Source: an optimization exercise on an open RTL-to-GDS flow (aim: small area). Production flows keep margins and buffers that such runs may drop.
At most, simulation tests tie the RTL to the original design; equivalence was not proved.

==> lagoon <==
## pse_synth
module pse_synth #(
    parameter integer SAMPLE_RATE_HZ = 48000,
    parameter integer GROUP_DEPTH    = 8
) (
    input  wire        clk,
    input  wire        rst,
    input  wire        cmd_valid,
    output wire        cmd_ready,
    input  wire [63:0] cmd_data,
    input  wire        strobe,
    output wire [7:0]  sample_out,
    output wire        rsp_valid,
    output wire [31:0] rsp_data
);
export LEC_CHECK = 0
export CAP_MARGIN = 0
export CORE_MARGIN = 2
export CORE_UTILIZATION = 50
export SLEW_MARGIN = 0
create_clock -name core_clock -period 14.0 [get_ports {clk}]
standard.sh (not shown) runs the stock make flow with config.mk's settings and CLKGATE_MAP_FILE= SYNTH_SCRIPT=/design/flow/synth_recipe.tcl, a recipe that flattens the netlist after the stock synthesis.
==> flow/flow/run.sh <==
#!/bin/bash
set -euo pipefail
export BUFFER_PORTS_ARGS="-buffer_cell sky130_fd_sc_hd__buf_1"
export CTS_ARGS="-sink_clustering_enable -repair_clock_nets -sink_clustering_size 20 -sink_clustering_max_diameter 60 -buf_list sky130_fd_sc_hd__clkbuf_8 -dont_use_dummy_load"
bash standard.sh > standard.log 2>&1
==> garnet (differences from lagoon) <==
--- a/flow/design.v
+++ b/flow/design.v
@@ -676,16 +676,17 @@
     reg  [32:0] el_r, at_r, dc_r, rl_r;
     reg  [16:0] s_level;
     reg  [2:0]  s_kind;
     reg         s_outen;
     reg  [16:0] s_duty;
     reg  [30:0] s_inc;
     reg  [33:0] z;
     reg  [15:0] lo;
+    reg  [9:0]  fr;
     reg  [2:0]  eph;
     reg  [3:0]  pcnt;
     reg         cy, bw, nz, tnz, enz, sat, m_r, dlt, first_div;
     reg  [263:0] rr;
     reg  [2:0]   hp, wp;
     reg  [3:0]   rc;
     reg          rd_act, dly;
     wire [31:0] phase;
@@ -755,26 +756,26 @@
     wire i_hi = (imm > 32'd1310720000);
     wire f_c375 = (bc == 6'd22) || (bc == 6'd24) || (bc == 6'd25) || (bc == 6'd26) ||
                   (bc == 6'd28) || (bc == 6'd29) || (bc == 6'd30);
     wire f_fc   = f_lo ? (bc == 6'd0 || bc == 6'd2) : f_hi ? 1'b0 : incw[20];
     wire f_bit  = (bc > 6'd20) ? f_c375 : f_fc;
     wire [9:0] fr_init = i_lo ? 10'd0 : i_hi ? 10'd625 : imm[30:21];
     wire       f_q;
     wire [9:0] fr_next;
-    pse_divider u_fdiv (.rem(lo[9:0]), .bit_in(f_bit), .q(f_q), .rem_next(fr_next));
+    pse_divider u_fdiv (.rem(fr), .bit_in(f_bit), .q(f_q), .rem_next(fr_next));
     reg vbit;
     always @(*) begin
         case (selr)
             4'd0:  vbit = ({16'd0, level}   >> bc) & 1'b1;
             4'd1:  vbit = ({30'd0, stage}   >> bc) & 1'b1;
             4'd2:  vbit = ({30'd0, kind}    >> bc) & 1'b1;
             4'd3:  vbit = bc0 & outen;
             4'd4:  vbit = ({16'd0, duty}    >> bc) & 1'b1;
-            4'd5:  vbit = incw[0] & (bc <= 6'd30);    
+            4'd5:  vbit = ({2'd0, incw}     >> bc) & 1'b1;
             4'd6:  vbit = (bc == 6'd2);
             4'd7:  vbit = el_r[0];
             4'd8:  vbit = at_r[0];
             4'd9:  vbit = dc_r[0];
             4'd10: vbit = ({16'd0, sustain} >> bc) & 1'b1;
             4'd11: vbit = rl_r[0];
             4'd12: vbit = (bc == 6'd3);
             4'd13: vbit = ({31'd0, status}  >> bc) & 1'b1;
@@ -870,17 +871,17 @@
                 S_CLR:
                     if (bc32) state <= S_IDLE;
                 S_IDLE:
                     if (acc) begin
                         opr  <= opc;
                         selr <= sel4;
                         f_lo <= i_lo;
                         f_hi <= i_hi;
-                        lo[9:0] <= fr_init;    
+                        fr   <= fr_init;
                         eph  <= E_SUM;
                         pcnt <= 4'd0;
                         if (closing) begin
                             pend_cnt <= 4'd0;
                             closed   <= 1'b1;
                         end else
                             pend_cnt <= pend_cnt + 4'd1;
                         if (closing && g_bit)
@@ -931,31 +932,29 @@
                                 state  <= S_RUN;
                             end
                         end else
                             state <= S_RUN;
                     end
                 S_RUN: begin
                     case (opr)
                         OP_READ: begin
-                            if (selr == 4'd5 && bc <= 6'd30)
-                                incw <= {incw[0], incw[30:1]};
                             if (!closed && bc == 6'd30)
                                 state <= S_IDLE;
                             else if (bc32)
                                 state <= closed ? S_DRAIN : S_IDLE;
                         end
                         OP_SET_FREQ: begin
                             if (pcnt[0] == 1'b0) begin
                                 if (bc <= 6'd30)
                                     incw <= {z[0], incw[30:1]};
                                 if (bc32)
                                     pcnt <= 4'd1;
                             end else begin
-                                lo[9:0] <= fr_next;
+                                fr   <= fr_next;
                                 incw <= {incw[29:0], f_q};
                                 if (bc == 6'd30)
                                     state <= closed ? S_DRAIN : S_IDLE;
                             end
                         end
                         OP_ENV_UPDATE: begin
                             cy <= cin_add;
                             case (eph)
==> flow/run.sh (new file) <==
#!/bin/bash
# synth_recipe.tcl (not shown) runs the flow's synth.tcl, then flattens the netlist and writes it again
# the make line also repeats each setting of config.mk as NAME=value (left out here)
make -C /OpenROAD-flow-scripts/flow DESIGN_CONFIG=/design/flow/config.mk WORK_HOME=/design/flow/orfs CLKGATE_MAP_FILE= SYNTH_SCRIPT=/design/flow/synth_recipe.tcl finish
CTS_BUF_LIST = sky130_fd_sc_hd__clkbuf_2 sky130_fd_sc_hd__clkbuf_4 sky130_fd_sc_hd__clkbuf_8   (was not set)
removed: flow/flow/run.sh
removed: flow/standard.sh
==> notes <==
lagoon produced a clean layout. garnet finished clean. Against lagoon, the setup slack of garnet is better by 35 ps. Between garnet and lagoon, the lower synthesized area is in lagoon (gap 0.57%, measured against lagoon). Against lagoon, the worst hold slack of garnet is higher by 15 ps. Between lagoon and garnet, the lower first-iteration DRC count is in garnet (gap about 7%, measured against garnet).
Only the layout flow was run in garnet; the RTL was not checked for function there.

========
==> build 16 <==
Another version of the RTL of pse_synth (not shown whole).
==> flow/design.v (excerpt) <==
module pse_synth #(
    parameter integer SAMPLE_RATE_HZ = 48000,
    parameter integer GROUP_DEPTH    = 8
) (
    input  wire        clk,
    input  wire        rst,
    input  wire        cmd_valid,
    output wire        cmd_ready,
    input  wire [63:0] cmd_data,
    input  wire        strobe,
    output wire [7:0]  sample_out,
    output wire        rsp_valid,
    output wire [31:0] rsp_data
);
export LEC_CHECK = 0
export CAP_MARGIN = 0
export CORE_MARGIN = 2
export CORE_UTILIZATION = 50
export SLEW_MARGIN = 0
create_clock -name core_clock -period 14.0 [get_ports {clk}]
==> flow/flow/run.sh <==
#!/bin/bash
set -euo pipefail
export BUFFER_PORTS_ARGS="-buffer_cell sky130_fd_sc_hd__buf_1"
export CTS_ARGS="-sink_clustering_enable -repair_clock_nets -sink_clustering_size 18 -sink_clustering_max_diameter 60 -buf_list sky130_fd_sc_hd__clkbuf_8 -dont_use_dummy_load"
bash standard.sh > standard.log 2>&1
==> build 11 (differences from build 16) <==
--- a/flow/design.v
+++ b/flow/design.v
@@ -656,10 +656,11 @@
     localparam [2:0] E_SUM  = 3'd0;      
     localparam [2:0] E_CMP  = 3'd1;      
     localparam [2:0] E_ZERO = 3'd2;      
     localparam [2:0] E_MUL  = 3'd3;      
     localparam [2:0] E_DIV  = 3'd4;      
+    localparam [2:0] E_FIN  = 3'd5;      
     localparam [16:0] ONE = 17'd65536;
     localparam [31:0] F_MAX = 32'd1310720000;
     reg  [5:0] bc;
     reg  [2:0] slot;
     wire       bc0  = (bc == 6'd0);
@@ -674,15 +675,17 @@
                 slot <= slot + 3'd1;
         end
     end
     reg  [2:0]  state;
     reg  [3:0]  opr;           
+    reg  [3:0]  selr;          
+    reg         f_lo, f_hi;    
     reg  [3:0]  pend_cnt;
     reg         closed;        
     reg         ovf_u;         
     reg         clr_seen;      
-    reg         lneg;          
+    reg  [16:0] level;
     reg  [2:0]  stage;
     reg  [2:0]  kind;
     reg         outen;
     reg  [16:0] duty;
     reg  [30:0] incw;
@@ -694,15 +697,12 @@
     reg         s_outen;
     reg  [16:0] s_duty;
     reg  [30:0] s_inc;
     reg  [33:0] z;
     reg  [15:0] lo;
-    reg  [9:0]  fr;            
-    wire [3:0]  selr = fr[3:0];    
     reg  [2:0]  eph;
     reg  [3:0]  pcnt;
-    reg         f_lo, f_hi;    
     reg         cy, bw, nz, tnz, enz, sat, m_r, dlt, first_div;
     reg  [263:0] rr;
     reg  [2:0]   hp, wp;
     reg  [3:0]   rc;
     reg          rd_act, dly;
@@ -778,11 +778,10 @@
     generate for (gi = 0; gi < 16; gi = gi + 1) begin : g_neg
         assign negv[gi]   = ~lo[gi] ^ negc[gi];
         assign negc[gi+1] = ~lo[gi] & negc[gi];
     end endgenerate
     assign negv[16] = negc[16];
-    wire [16:0] level = lneg ? negv : {1'b0, lo};
     wire i_lo = ~(|imm[31:21]) & ~(imm[20] & (imm[19] | imm[18]));
     reg  i_hi, i_eq;
     integer ci;
     always @(*) begin
         i_hi = 1'b0;
@@ -797,11 +796,11 @@
     wire f_fc   = f_lo ? (bc == 6'd0 || bc == 6'd2) : f_hi ? 1'b0 : incw[20];
     wire f_bit  = (bc > 6'd20) ? f_c375 : f_fc;
     wire [9:0] fr_init = i_lo ? 10'd0 : i_hi ? 10'd625 : imm[30:21];
     wire       f_q;
     wire [9:0] fr_next;
-    pse_divider u_fdiv (.rem(fr), .bit_in(f_bit), .q(f_q), .rem_next(fr_next));
+    pse_divider u_fdiv (.rem(lo[9:0]), .bit_in(f_bit), .q(f_q), .rem_next(fr_next));
     reg vbit;
     always @(*) begin
         case (selr)
             4'd0:  vbit = ({16'd0, level}   >> bc) & 1'b1;
             4'd1:  vbit = ({30'd0, stage}   >> bc) & 1'b1;
@@ -887,12 +886,11 @@
             clr_seen <= 1'b0;
             hp       <= 3'd0;
             wp       <= 3'd0;
             rc       <= 4'd0;
             rd_act   <= 1'b0;
-            lo       <= 16'd0;
-            lneg     <= 1'b0;
+            level    <= 17'd0;
             stage    <= ST_IDLE;
             kind     <= 3'd0;
             outen    <= 1'b0;
             duty     <= 17'd32768;
             incw     <= 31'd0;
@@ -910,14 +908,15 @@
                 S_CLR:
                     if (bc32) state <= S_IDLE;
                 S_IDLE:
                     if (acc) begin
                         opr  <= opc;
-                        fr   <= {fr_init[9:4], (opc == OP_READ) ? sel4 : fr_init[3:0]};
-                        eph  <= E_SUM;
+                        selr <= sel4;
                         f_lo <= i_lo;
                         f_hi <= i_hi;
+                        lo[9:0] <= fr_init;    
+                        eph  <= E_SUM;
                         pcnt <= 4'd0;
                         if (closing) begin
                             pend_cnt <= 4'd0;
                             closed   <= 1'b1;
                         end else
@@ -987,11 +986,11 @@
                                 if (bc <= 6'd30)
                                     incw <= {z[0], incw[30:1]};
                                 if (bc32)
                                     pcnt <= 4'd1;
                             end else begin
-                                fr   <= fr_next;
+                                lo[9:0] <= fr_next;
                                 incw <= {incw[29:0], f_q};
                                 if (bc == 6'd30)
                                     state <= closed ? S_DRAIN : S_IDLE;
                             end
                         end
@@ -1013,23 +1012,20 @@
                                     bw  <= bw2;
                                     nz  <= (bc0 ? 1'b0 : nz) | (dbit & !bc32);
                                     tnz <= (bc0 ? 1'b0 : tnz) | t_t;
                                     enz <= (bc0 ? 1'b0 : enz) | e_b;
                                     if (bc == 6'd31 && !(st_a || st_d || st_r)) begin
-                                        lo    <= (stage == ST_SUSTAIN) ? sustain[15:0] : 16'd0;
-                                        lneg  <= (stage == ST_SUSTAIN) & sustain[16];
+                                        level <= (stage == ST_SUSTAIN) ? sustain : 17'd0;
                                         state <= closed ? S_DRAIN : S_IDLE;
                                     end
                                     if (bc32) begin
                                         if (!tnz || ge) begin
-                                            lo    <= st_d ? sustain[15:0] : 16'd0;
-                                            lneg  <= st_a | (st_d & sustain[16]);
+                                            level <= st_a ? ONE : st_d ? sustain : 17'd0;
                                             stage <= st_a ? ST_DECAY : st_d ? ST_SUSTAIN : ST_IDLE;
                                             eph   <= E_ZERO;
                                         end else if (st_r && !enz) begin
-                                            lo    <= sustain[15:0];
-                                            lneg  <= sustain[16];
+                                            level <= sustain;
                                             state <= closed ? S_DRAIN : S_IDLE;
                                         end else if (no_mul) begin
                                             lo        <= 16'd0;
                                             eph       <= E_DIV;
                                             dlt       <= 1'b0;
@@ -1063,17 +1059,18 @@
                                     if (bc32) begin
                                         lo        <= {lo[14:0], ~r_div};
                                         dlt       <= r_div;
                                         first_div <= 1'b0;
                                         pcnt      <= pcnt + 4'd1;
-                                        if (pcnt == 4'd15) begin
-                                            lneg  <= st_d;
-                                            state <= closed ? S_DRAIN : S_IDLE;
-                                        end
+                                        if (pcnt == 4'd15)
+                                            eph <= E_FIN;
                                     end
                                 end
-                                default: ;
+                                default: begin   
+                                    level <= st_d ? negv : {1'b0, lo};
+                                    state <= closed ? S_DRAIN : S_IDLE;
+                                end
                             endcase
                         end
                         default:   
                             if (bc == 6'd31)
                                 state <= closed ? S_DRAIN : S_IDLE;
==> flow/flow/run.sh (replaced) <==
#!/bin/bash
set -euo pipefail
export BUFFER_PORTS_ARGS="-buffer_cell sky130_fd_sc_hd__buf_1"
export CTS_ARGS="-sink_clustering_enable -repair_clock_nets -sink_clustering_size 20 -sink_clustering_max_diameter 60 -buf_list sky130_fd_sc_hd__clkbuf_8 -dont_use_dummy_load"
bash standard.sh > standard.log 2>&1
--- a/flow/config.mk
+++ b/flow/config.mk
@@ -5,7 +5,7 @@
 export SDC_FILE = /design/flow/constraint.sdc
 export NUM_CORES = 4
 export LEC_CHECK = 0
 export CAP_MARGIN = 0
 export CORE_MARGIN = 2
-export CORE_UTILIZATION = 50
+export CORE_UTILIZATION = 65
 export SLEW_MARGIN = 0
==> trial 41 (differences from build 16) <==
--- a/flow/design.v
+++ b/flow/design.v
@@ -81,21 +81,13 @@
     input  wire [9:0] rem,
     input  wire       bit_in,
     output wire       q,
     output wire [9:0] rem_next
 );
-    localparam [10:0] NEG750 = 11'h512;     
-    wire [10:0] t = {rem, bit_in};
-    wire [11:0] c;
-    wire [10:0] diff;
-    assign c[0] = 1'b0;
-    genvar i;
-    generate for (i = 0; i < 11; i = i + 1) begin : g_sub
-        assign diff[i] = t[i] ^ NEG750[i] ^ c[i];
-        assign c[i+1]  = (t[i] & NEG750[i]) | (c[i] & (t[i] ^ NEG750[i]));
-    end endgenerate
-    assign q        = c[11];                
+    wire [10:0] t    = {rem, bit_in};
+    wire [11:0] diff = {1'b0, t} - 12'd750;
+    assign q        = ~diff[11];
     assign rem_next = q ? diff[9:0] : t[9:0];
 endmodule
 module pse_mix (
     input  wire [7:0]  r,
     input  wire [15:0] L,
@@ -567,52 +559,43 @@
     output reg  [7:0]  last_sample
 );
     wire [15:0] idx = phase[31:16];
     wire [7:0] sine_r;
     pse_sine_rom u_rom (.addr(idx[15:8]), .data(sine_r));
-    wire [17:0] lt;
-    wire [16:0] ia = {1'b0, idx};
-    assign lt[0] = 1'b0;
-    genvar k;
-    generate for (k = 0; k < 17; k = k + 1) begin : g_cmp
-        assign lt[k+1] = (~ia[k] & duty[k]) | (~(ia[k] ^ duty[k]) & lt[k]);
-    end endgenerate
-    wire sq_lt = lt[17];
     reg [7:0] r;
     always @(*) begin
         case (kind)
-            3'd0:    r = sq_lt ? 8'h7f : 8'h80;
+            3'd0:    r = ({1'b0, idx} < duty) ? 8'h7f : 8'h80;
             3'd1:    r = {~(idx[14] ^ idx[15]), idx[13:7] ^ {7{idx[15]}}};
             3'd2:    r = {~idx[15], idx[14:8]};
             3'd3:    r = sine_r;
             default: r = 8'h00;
         endcase
     end
     wire [7:0] rnd;
     pse_mix u_mix (.r(r), .L(level[15:0]), .s(rnd));
     wire [7:0] s = (level[16] ? r : rnd) ^ 8'h80;
-    wire        step = strobe & outen;
     wire [32:0] c;
     wire [31:0] sum;
-    wire [31:0] b = {1'b0, inc & {31{step}}};
+    wire [31:0] b = {1'b0, inc};
     assign c[0] = 1'b0;
     genvar i;
     generate for (i = 0; i < 32; i = i + 1) begin : g_add
         assign sum[i]   = phase[i] ^ b[i] ^ c[i];
         assign c[i+1]   = (phase[i] & b[i]) | (c[i] & (phase[i] ^ b[i]));
     end endgenerate
     always @(posedge clk) begin
-        if (rst)
-            phase <= 32'd0;
-        else
-            phase <= sum;
-    end
-    always @(posedge clk) begin
-        if (rst)
+        if (rst) begin
+            phase       <= 32'd0;
             last_sample <= 8'd128;
-        else if (strobe)
-            last_sample <= outen ? s : 8'd128;
+        end else if (strobe) begin
+            if (outen) begin
+                phase       <= sum;
+                last_sample <= s;
+            end else
+                last_sample <= 8'd128;
+        end
     end
 endmodule
 module pse_synth #(
     parameter integer SAMPLE_RATE_HZ = 48000,
     parameter integer GROUP_DEPTH    = 8
@@ -656,12 +639,12 @@
     localparam [2:0] E_SUM  = 3'd0;      
     localparam [2:0] E_CMP  = 3'd1;      
     localparam [2:0] E_ZERO = 3'd2;      
     localparam [2:0] E_MUL  = 3'd3;      
     localparam [2:0] E_DIV  = 3'd4;      
+    localparam [2:0] E_FIN  = 3'd5;      
     localparam [16:0] ONE = 17'd65536;
-    localparam [31:0] F_MAX = 32'd1310720000;
     reg  [5:0] bc;
     reg  [2:0] slot;
     wire       bc0  = (bc == 6'd0);
     wire       bc32 = (bc == 6'd32);
     always @(posedge clk) begin
@@ -674,15 +657,17 @@
                 slot <= slot + 3'd1;
         end
     end
     reg  [2:0]  state;
     reg  [3:0]  opr;           
+    reg  [3:0]  selr;          
+    reg         f_lo, f_hi;    
     reg  [3:0]  pend_cnt;
     reg         closed;        
     reg         ovf_u;         
     reg         clr_seen;      
-    reg         lneg;          
+    reg  [16:0] level;
     reg  [2:0]  stage;
     reg  [2:0]  kind;
     reg         outen;
     reg  [16:0] duty;
     reg  [30:0] incw;
@@ -694,15 +679,12 @@
     reg         s_outen;
     reg  [16:0] s_duty;
     reg  [30:0] s_inc;
     reg  [33:0] z;
     reg  [15:0] lo;
-    reg  [9:0]  fr;            
-    wire [3:0]  selr = fr[3:0];    
     reg  [2:0]  eph;
     reg  [3:0]  pcnt;
-    reg         f_lo, f_hi;    
     reg         cy, bw, nz, tnz, enz, sat, m_r, dlt, first_div;
     reg  [263:0] rr;
     reg  [2:0]   hp, wp;
     reg  [3:0]   rc;
     reg          rd_act, dly;
@@ -724,17 +706,14 @@
     );
     wire [7:0]  op8   = cmd_data[63:56];
     wire        g_bit = cmd_data[55];
     wire [7:0]  sel8  = cmd_data[39:32];
     wire [31:0] imm   = cmd_data[31:0];
-    wire        op_bad  = (|op8[7:4]) | (op8[3] & op8[2] & op8[1]);      
-    wire        sel_bad = (|sel8[7:4]) | (sel8[3] & sel8[2] & sel8[1]);  
-    wire [3:0]  opc   = op_bad ? OP_BAD : op8[3:0];
-    wire [3:0]  sel4  = sel_bad ? 4'd15 : sel8[3:0];
+    wire [3:0]  opc   = (op8 > 8'd13) ? OP_BAD : op8[3:0];
+    wire [3:0]  sel4  = (sel8 > 8'd13) ? 4'd15 : sel8[3:0];
     wire        closing = !g_bit || pend_cnt[3];
-    wire        imm_big = (|imm[31:17]) | (imm[16] & (|imm[15:0]));     
-    wire [16:0] imm_cl  = {imm[16] | imm_big, imm[15:0] & {16{~imm_big}}};
+    wire [16:0] imm_cl  = (imm > {15'd0, ONE}) ? ONE : imm[16:0];
     wire        zop = (opc == OP_SET_FREQ && imm != 32'd0) ||
                       opc == OP_SET_ATTACK || opc == OP_SET_DECAY ||
                       opc == OP_SET_REL || opc == OP_ENV_UPDATE;
     wire        need_wait = opc == OP_NOTE_ON ||
                             (opc == OP_NOTE_OFF && stage != ST_IDLE) ||
@@ -769,39 +748,21 @@
     wire a_div = bc0 ? lo[15] : (first_div ? z[1] : z[0]);
     wire d_add = dlt ? t_t : ~t_t;
     wire cin_d = bc0 ? ~dlt : cy;
     wire r_div = a_div ^ d_add ^ cin_d;
     wire c_div = (a_div & d_add) | (cin_d & (a_div ^ d_add));
-    wire [16:0] negc;
-    wire [16:0] negv;
-    assign negc[0] = 1'b1;
-    genvar gi;
-    generate for (gi = 0; gi < 16; gi = gi + 1) begin : g_neg
-        assign negv[gi]   = ~lo[gi] ^ negc[gi];
-        assign negc[gi+1] = ~lo[gi] & negc[gi];
-    end endgenerate
-    assign negv[16] = negc[16];
-    wire [16:0] level = lneg ? negv : {1'b0, lo};
-    wire i_lo = ~(|imm[31:21]) & ~(imm[20] & (imm[19] | imm[18]));
-    reg  i_hi, i_eq;
-    integer ci;
-    always @(*) begin
-        i_hi = 1'b0;
-        i_eq = 1'b1;
-        for (ci = 31; ci >= 0; ci = ci - 1) begin
-            i_hi = i_hi | (i_eq & imm[ci] & ~F_MAX[ci]);
-            i_eq = i_eq & ~(imm[ci] ^ F_MAX[ci]);
-        end
-    end
+    wire [16:0] negv = {1'b0, ~lo} + 17'd1;          
+    wire i_lo = (imm < 32'd1310720);
+    wire i_hi = (imm > 32'd1310720000);
     wire f_c375 = (bc == 6'd22) || (bc == 6'd24) || (bc == 6'd25) || (bc == 6'd26) ||
                   (bc == 6'd28) || (bc == 6'd29) || (bc == 6'd30);
     wire f_fc   = f_lo ? (bc == 6'd0 || bc == 6'd2) : f_hi ? 1'b0 : incw[20];
     wire f_bit  = (bc > 6'd20) ? f_c375 : f_fc;
     wire [9:0] fr_init = i_lo ? 10'd0 : i_hi ? 10'd625 : imm[30:21];
     wire       f_q;
     wire [9:0] fr_next;
-    pse_divider u_fdiv (.rem(fr), .bit_in(f_bit), .q(f_q), .rem_next(fr_next));
+    pse_divider u_fdiv (.rem(lo[9:0]), .bit_in(f_bit), .q(f_q), .rem_next(fr_next));
     reg vbit;
     always @(*) begin
         case (selr)
             4'd0:  vbit = ({16'd0, level}   >> bc) & 1'b1;
             4'd1:  vbit = ({30'd0, stage}   >> bc) & 1'b1;
@@ -887,12 +848,11 @@
             clr_seen <= 1'b0;
             hp       <= 3'd0;
             wp       <= 3'd0;
             rc       <= 4'd0;
             rd_act   <= 1'b0;
-            lo       <= 16'd0;
-            lneg     <= 1'b0;
+            level    <= 17'd0;
             stage    <= ST_IDLE;
             kind     <= 3'd0;
             outen    <= 1'b0;
             duty     <= 17'd32768;
             incw     <= 31'd0;
@@ -910,14 +870,15 @@
                 S_CLR:
                     if (bc32) state <= S_IDLE;
                 S_IDLE:
                     if (acc) begin
                         opr  <= opc;
-                        fr   <= {fr_init[9:4], (opc == OP_READ) ? sel4 : fr_init[3:0]};
-                        eph  <= E_SUM;
+                        selr <= sel4;
                         f_lo <= i_lo;
                         f_hi <= i_hi;
+                        lo[9:0] <= fr_init;    
+                        eph  <= E_SUM;
                         pcnt <= 4'd0;
                         if (closing) begin
                             pend_cnt <= 4'd0;
                             closed   <= 1'b1;
                         end else
@@ -987,11 +948,11 @@
                                 if (bc <= 6'd30)
                                     incw <= {z[0], incw[30:1]};
                                 if (bc32)
                                     pcnt <= 4'd1;
                             end else begin
-                                fr   <= fr_next;
+                                lo[9:0] <= fr_next;
                                 incw <= {incw[29:0], f_q};
                                 if (bc == 6'd30)
                                     state <= closed ? S_DRAIN : S_IDLE;
                             end
                         end
@@ -1013,23 +974,20 @@
                                     bw  <= bw2;
                                     nz  <= (bc0 ? 1'b0 : nz) | (dbit & !bc32);
                                     tnz <= (bc0 ? 1'b0 : tnz) | t_t;
                                     enz <= (bc0 ? 1'b0 : enz) | e_b;
                                     if (bc == 6'd31 && !(st_a || st_d || st_r)) begin
-                                        lo    <= (stage == ST_SUSTAIN) ? sustain[15:0] : 16'd0;
-                                        lneg  <= (stage == ST_SUSTAIN) & sustain[16];
+                                        level <= (stage == ST_SUSTAIN) ? sustain : 17'd0;
                                         state <= closed ? S_DRAIN : S_IDLE;
                                     end
                                     if (bc32) begin
                                         if (!tnz || ge) begin
-                                            lo    <= st_d ? sustain[15:0] : 16'd0;
-                                            lneg  <= st_a | (st_d & sustain[16]);
+                                            level <= st_a ? ONE : st_d ? sustain : 17'd0;
                                             stage <= st_a ? ST_DECAY : st_d ? ST_SUSTAIN : ST_IDLE;
                                             eph   <= E_ZERO;
                                         end else if (st_r && !enz) begin
-                                            lo    <= sustain[15:0];
-                                            lneg  <= sustain[16];
+                                            level <= sustain;
                                             state <= closed ? S_DRAIN : S_IDLE;
                                         end else if (no_mul) begin
                                             lo        <= 16'd0;
                                             eph       <= E_DIV;
                                             dlt       <= 1'b0;
@@ -1063,17 +1021,18 @@
                                     if (bc32) begin
                                         lo        <= {lo[14:0], ~r_div};
                                         dlt       <= r_div;
                                         first_div <= 1'b0;
                                         pcnt      <= pcnt + 4'd1;
-                                        if (pcnt == 4'd15) begin
-                                            lneg  <= st_d;
-                                            state <= closed ? S_DRAIN : S_IDLE;
-                                        end
+                                        if (pcnt == 4'd15)
+                                            eph <= E_FIN;
                                     end
                                 end
-                                default: ;
+                                default: begin   
+                                    level <= st_d ? negv : {1'b0, lo};
+                                    state <= closed ? S_DRAIN : S_IDLE;
+                                end
                             endcase
                         end
                         default:   
                             if (bc == 6'd31)
                                 state <= closed ? S_DRAIN : S_IDLE;
==> flow/flow/run.sh (replaced) <==
#!/bin/bash
set -euo pipefail
export BUFFER_PORTS_ARGS="-buffer_cell sky130_fd_sc_hd__buf_1"
export CTS_ARGS="-sink_clustering_enable -repair_clock_nets -sink_clustering_size 10 -sink_clustering_max_diameter 40 -buf_list sky130_fd_sc_hd__clkbuf_4 -dont_use_dummy_load"
bash standard.sh > standard.log 2>&1
==> comparison <==
- In trial 41 the sequential share of layout area is lower than in build 11, by 0.62 points.
- The highest non-clock buffer count belongs to build 11, the lowest to trial 41.
- Hold slack, highest first: build 16, build 11, trial 41.
- Die area: trial 41 > build 16 > build 11.

## port drivers added, routing unchanged
Ports are ideal in the flow. The routed layouts listed here were re-timed in OpenROAD.
Step 1, drivers: a clkbuf_16 drives clk and a buf_2 each remaining input, both assumed.
Step 2 also shifts input and output timing later by t, the mid clock arrival at the registers, as if the neighbouring blocks saw the same clock.
Slacks: ideal / step 1 / step 2; pairs: ideal / step 1.
| run | t (ns) | slack for setup (ns) | worst register clock-pin slew, ns |
|---|---|---|---|
| lagoon | 0.697 | 1.176 / 1.176 / 1.176 | 0.12 / 0.12 |
| garnet | 0.786 | 1.212 / 1.212 / 1.212 | 0.07 / 0.07 |
| build 16 | 0.686 | 0.350 / 0.366 / -0.320 | 0.11 / 0.11 |
| build 11 | 0.697 | 0.412 / 0.429 / -0.268 | 0.12 / 0.12 |
| trial 41 | 0.897 | 1.198 / 1.198 / 1.198 | 0.11 / 0.11 |
Met with ideal ports but missed after step 2: setup timing in build 16 and build 11. The setup slack of build 11, which loses most, moves by +0.017 ns with the drivers and by -0.680 ns with both steps.
